From an optimization exercise on the open Yosys and OpenROAD flow, aimed at small area, a short achievable clock period and few clock cycles; shortcuts taken in it are not production practice.
Where RTL was checked, it was by simulation tests only, not by an equivalence proof against the original.

alpha:
// pcm_scaler
module pcm_scaler (
    input  wire        clk,
    input  wire        rst,           
    input  wire        cfg_wr,
    input  wire        cfg_w16,       
    input  wire        cfg_signed,    
    input  wire        cfg_order,     
    input  wire        gain_wr,
    input  wire [31:0] gain_data,     
    output wire [16:0] gain_q,
    input  wire        in_valid,
    input  wire [7:0]  in_byte,
    output reg         in_ready,
    output reg         out_valid,
    output reg  [15:0] out_duty,
    input  wire        out_ready
);
Size in the first run: about 670 cells after synthesis, roughly 94 flip-flops, roughly 84 I/O pins.
==> flow/config.mk <==
export PLATFORM = sky130hd
export DESIGN_NAME = pcm_scaler
export DESIGN_NICKNAME = pcm_scaler
export VERILOG_FILES = /design/flow/design.v
export SDC_FILE = /design/flow/constraint.sdc
export NUM_CORES = 4
export LEC_CHECK = 0
export CAP_MARGIN = 20
export CORE_MARGIN = 2
export CORE_UTILIZATION = 40
export SLEW_MARGIN = 20
export SYNTH_HIERARCHICAL = 1
export SYNTH_MINIMUM_KEEP_SIZE = 0
==> flow/constraint.sdc <==
create_clock -name core_clock -period 15.0 [get_ports {clk}]
set_input_delay 3.0000 -clock core_clock [delete_from_list [all_inputs] [get_ports {clk}]]
set_output_delay 3.0000 -clock core_clock [all_outputs]
set_load 0.01 [all_outputs]
run.sh (not shown) runs the stock make flow with config.mk's settings and CLKGATE_MAP_FILE= SYNTH_SCRIPT=/design/flow/synth_recipe.tcl, a recipe that flattens the netlist after the stock synthesis.
alpha reached the final stage; the timing, design-rule and antenna checks on its layout passed.
Changes in beta relative to alpha:
==> flow/flow/run.sh (new file) <==
#!/bin/bash
# Own layout flow: the standard ORFS flow (standard synthesis, floorplan,
# placement, CTS, routing) unchanged, except that the ports are buffered with
# the small sky130_fd_sc_hd__buf_1 instead of the delay buffer buffer_ports
# picks by default. Each run's full output goes to a log in this folder.
set -euo pipefail
export BUFFER_PORTS_ARGS="-buffer_cell sky130_fd_sc_hd__buf_1"
bash standard.sh finish > standard_flow.log 2>&1
==> flow/standard.sh (new file) <==
#!/bin/bash
# synth_recipe.tcl (not shown) runs the flow's synth.tcl, then flattens the netlist and writes it again
# the make line also repeats each setting of config.mk as NAME=value (left out here)
make -C /OpenROAD-flow-scripts/flow DESIGN_CONFIG=/design/flow/config.mk WORK_HOME=/design/flow/orfs CLKGATE_MAP_FILE= SYNTH_SCRIPT=/design/flow/synth_recipe.tcl "${@:-finish}"
removed: flow/run.sh
Results
- Going from alpha to beta, wire length of the first global-routing pass shrinks by 4.2%.
- Final critical-path share of the clock period up 0.25 points in beta wrt alpha
- [beta] relative area change from synthesis to final layout fell 6.6 points relative to alpha
No functional check of the RTL was part of any run of this note.


pcm_scaler, a different RTL version from the one above (not shown whole).
For scale: ~680 cells after synthesis, ~94 flip-flops, about 84 I/O pins.
clock: 15.0 ns
lec_check: 0
cap_margin: 20
cell_pad_in_sites_detail_placement: 0
cell_pad_in_sites_global_placement: 0
core_margin: 2
core_utilization: 40
cts_buf_list: sky130_fd_sc_hd__clkbuf_8
cts_cluster_size: 24
place_density: 0.85
slew_margin: 20
synth_hierarchical: 1
synth_minimum_keep_size: 0
standard.sh (not shown) runs the stock make flow with config.mk's settings and CLKGATE_MAP_FILE= SYNTH_SCRIPT=/design/flow/synth_recipe.tcl, a recipe that flattens the netlist after the stock synthesis.
==> flow/flow/run.sh <==
#!/bin/bash
# Own layout flow: the standard ORFS flow (standard synthesis, floorplan,
# placement, CTS, routing) unchanged, except that the ports are buffered with
# the small sky130_fd_sc_hd__buf_1 instead of the delay buffer buffer_ports
# picks by default. Each run's full output goes to a log in this folder.
set -euo pipefail
export BUFFER_PORTS_ARGS="-buffer_cell sky130_fd_sc_hd__buf_1"
bash standard.sh finish > standard_flow.log 2>&1
Testbench counts at the start, summed over its fixed seeds: cycles 22,711.
Next try:
- CELL_PAD_IN_SITES_DETAIL_PLACEMENT: 0 -> default
- CELL_PAD_IN_SITES_GLOBAL_PLACEMENT: 0 -> default
- CTS_CLUSTER_SIZE: 24 -> 40
- PLACE_DENSITY: 0.85 -> default
=>
- The new run completed with no timing, DRC or antenna violations
- die area stays the same
- via count falls slightly
Next try:
- CTS_CLUSTER_SIZE: 40 -> 24
Result:
- The new run finished clean
- cell area is unchanged
- register-to-register slack stays flat
- cell count stays the same
- worst setup slack is unchanged
- sequential share of layout area stays the same
- fmax is unchanged
- critical path depth does not change
- hold slack stays the same
- synthesized cell count is unchanged
- area after synthesis is unchanged

## re-timing with driven ports
In the flow no input, the clock included, has a driving cell. The finished layouts below were timed again as built, in two steps. Step 1, drivers: a clkbuf_16 drives clk and a buf_2 each remaining input, both assumed. Step 2 times the ports against the registers' clock, not the clock port: input delays grow and output delays shrink by t, the midpoint of the rising clock arrivals with the driver on. Slacks: ideal ports / drivers / drivers and shift; pairs: ideal ports / drivers.
| run | shift t [ns] | setup WS [ns] | worst setup path after step 2 | latest minus earliest clock arrival (ns) | cell pins on the clock port's net |
|---|---|---|---|---|---|
| alpha | 0.384 | 9.775 / 9.775 / 9.529 | input to register | 0.005 / 0.005 | 1 |
| beta | 0.388 | 9.737 / 9.737 / 9.737 | register to register | 0.007 / 0.006 | 1 |
| the first run of note 2 | 0.414 | 9.678 / 9.678 / 9.678 | register to register | 0.018 / 0.017 | 1 |
| the second run of note 2 | 0.410 | 9.721 / 9.721 / 9.721 | register to register | 0.019 / 0.019 | 1 |
| the third run of note 2 | 0.410 | 9.721 / 9.721 / 9.721 | register to register | 0.019 / 0.019 | 1 |
After both steps setup and hold are still met in every run listed. For alpha, which loses most, drivers alone change the setup slack by 0.000 ns; drivers and shift together by -0.246 ns.
